Source: an optimization exercise on an open RTL-to-GDS flow (aim: small area, a short achievable clock period and few clock cycles per item). Production flows keep margins and buffers that such runs may drop. In this exercise RTL edits were held to simulation tests only and were not proved equivalent to the original. Power and IR drop assume default switching activity.

Design fds_decoder, start of the top module:
module fds_decoder (
    input  wire        clk,
    input  wire        rst,           
    input  wire [7:0]  cfg_q_t0,      
    input  wire [7:0]  cfg_q_t1,      
    input  wire [7:0]  cfg_q_t2,      
    input  wire [7:0]  cfg_q_t3,      
    input  wire [15:0] cfg_min_gap,   
    input  wire        in_valid,
    output wire        in_ready,
    input  wire [7:0]  in_data,
    output reg         out_valid,
    input  wire        out_ready,
    output reg  [1:0]  out_kind,
    output wire [31:0] out_data,
    output wire [31:0] out_pos
);
    localparam [1:0] K_DATA     = 2'd0;
    localparam [1:0] K_BLOCK_OK = 2'd1;
    localparam [1:0] K_BAD_CRC  = 2'd2;
    localparam [1:0] K_MISMATCH = 2'd3;
    localparam [1:0] P_TYPE = 2'd0, P_DATA = 2'd1, P_CRCLO = 2'd2, P_CRCHI = 2'd3;
    localparam [15:0] CRC_START = 16'h8080;
    function [15:0] crc_bit;
        input [15:0] reg_in;
        input        b;
        reg   [16:0] r;
        begin
            r = {b, reg_in};
            if (r[0]) r = r ^ 17'h10810;
            crc_bit = r[16:1];
        end
    endfunction
    function lt8;
        input [7:0] a;
        input [7:0] b;
        integer i;
        reg r;
        begin
            r = 1'b0;
            for (i = 0; i < 8; i = i + 1)
                r = (!a[i] && b[i]) || (!(a[i] ^ b[i]) && r);
            lt8 = r;
        end
    endfunction
    wire lt0 = lt8(in_data, cfg_q_t0);
    wire lt1 = lt8(in_data, cfg_q_t1);
    wire lt2 = lt8(in_data, cfg_q_t2);
    wire lt3 = lt8(in_data, cfg_q_t3);
    wire [1:0] sym_in = {lt0 || (!lt1 && !lt2), lt0 || (!lt1 && (lt2 || !lt3))};
    reg       q_v0;           
    reg       q_nf;           
    reg [1:0] q_s0, q_s1;     
    assign in_ready = q_nf;
    reg  end_p;               
    wire push = in_valid && q_nf;
    wire can  = !end_p && (!out_valid || out_ready);
    wire pop  = q_v0 && can;
    wire [1:0] s = q_s0;
    always @(posedge clk) begin
        if (!q_v0 || (pop && q_nf)) q_s0 <= sym_in;
        else if (pop)               q_s0 <= q_s1;
        if (q_nf)                   q_s1 <= sym_in;
        if (rst) begin
            q_v0 <= 1'b0;
            q_nf <= 1'b1;
        end else begin
            q_v0 <= push || !q_nf || (q_v0 && !pop);
  ...
Settings: LEC_CHECK=0, CAP_MARGIN=20, CORE_MARGIN=2, CORE_UTILIZATION=60, CTS_BUF_LIST=sky130_fd_sc_hd__clkbuf_4 sky130_fd_sc_hd__clkbuf_8, CTS_CLUSTER_DIAMETER=60, CTS_CLUSTER_SIZE=30, SLEW_MARGIN=20; clock period 10.0 ns.
standard.sh (not shown) runs the stock make flow with config.mk's settings and CLKGATE_MAP_FILE= SYNTH_SCRIPT=/design/flow/synth_recipe.tcl, a recipe that flattens the netlist after the stock synthesis.
==> flow/flow/run.sh <==
#!/bin/bash
set -euo pipefail
bash standard.sh \
  "BUFFER_PORTS_ARGS=-buffer_cell sky130_fd_sc_hd__buf_1" \
  "SETUP_SLACK_MARGIN=${FLOW_SETUP_MARGIN:-6.9}" \
  finish > standard_finish.log 2>&1
Testbench counts at the start, summed over its fixed seeds: cycles 728,934, items 728,725.
Change:
==> flow/flow/run.sh (replaced) <==
#!/bin/bash
set -euo pipefail
bash standard.sh \
  "BUFFER_PORTS_ARGS=-buffer_cell sky130_fd_sc_hd__buf_1" \
  "SETUP_SLACK_MARGIN=${FLOW_SETUP_MARGIN:-6.5}" \
  finish > standard_finish.log 2>&1
- CTS_BUF_LIST: sky130_fd_sc_hd__clkbuf_4 sky130_fd_sc_hd__clkbuf_8 -> sky130_fd_sc_hd__clkbuf_8
- CTS_CLUSTER_DIAMETER: 60 -> 150
- CTS_CLUSTER_SIZE: 30 -> 50
Outcome:
- global-route usage falls by 0.23 points
- cell area drops by 4.6%
- register-to-register slack degrades by 0.36 ns
- worst setup slack is better by 0.064 ns
- wire length drops by 2.7%
- critical path depth falls by 1
- cell count drops by 1.3%
- first-iteration DRC count fell by 29%
Change:
==> flow/flow/run.sh (replaced) <==
#!/bin/bash
set -euo pipefail
bash standard.sh \
  "BUFFER_PORTS_ARGS=-buffer_cell sky130_fd_sc_hd__buf_1" \
  "SETUP_SLACK_MARGIN=${FLOW_SETUP_MARGIN:-6.7}" \
  finish > standard_finish.log 2>&1
- CTS_BUF_LIST: sky130_fd_sc_hd__clkbuf_8 -> sky130_fd_sc_hd__clkbuf_4 sky130_fd_sc_hd__clkbuf_8
- CTS_CLUSTER_DIAMETER: 150 -> 60
- CTS_CLUSTER_SIZE: 50 -> 30
Outcome:
- The changed run produced a clean layout
- clock skew hardly moves
- total power went up by 3.8%
- die area is unchanged
- hold slack gets worse by 0.040 ns
- worst setup slack stays flat
- core utilization increases by 1.3 points

-- separate check: timing with driven ports --
The flow's constraints put no driver on any port. The routed layouts listed below were extracted and timed again, unchanged, in two steps.
Step 1 sets driving cells, clkbuf_16 on the clock port and buf_2 on the other inputs (assumed; they add their load-dependent delay and slew).
Step 2, shift: input delay + t, output delay - t, t = (earliest + latest rising clock arrival at the registers) / 2. This alone moves slack from input paths to output paths.
a / b / c = no drivers / after step 1 / after step 2; a / b = the first two.
| run | t (ns) | setup slack, ns | worst register clock-pin slew, ns |
|---|---|---|---|
| the first run | 0.500 | 6.435 / 6.400 / 6.053 | 0.09 / 0.09 |
| the second run | 0.504 | 6.499 / 6.461 / 6.060 | 0.09 / 0.09 |
| the third run | 0.477 | 6.501 / 6.464 / 6.086 | 0.09 / 0.09 |
After both steps setup and hold are still met in every run listed. The setup slack of the second run, which loses most, moves by -0.038 ns with the drivers and by -0.439 ns with both steps.
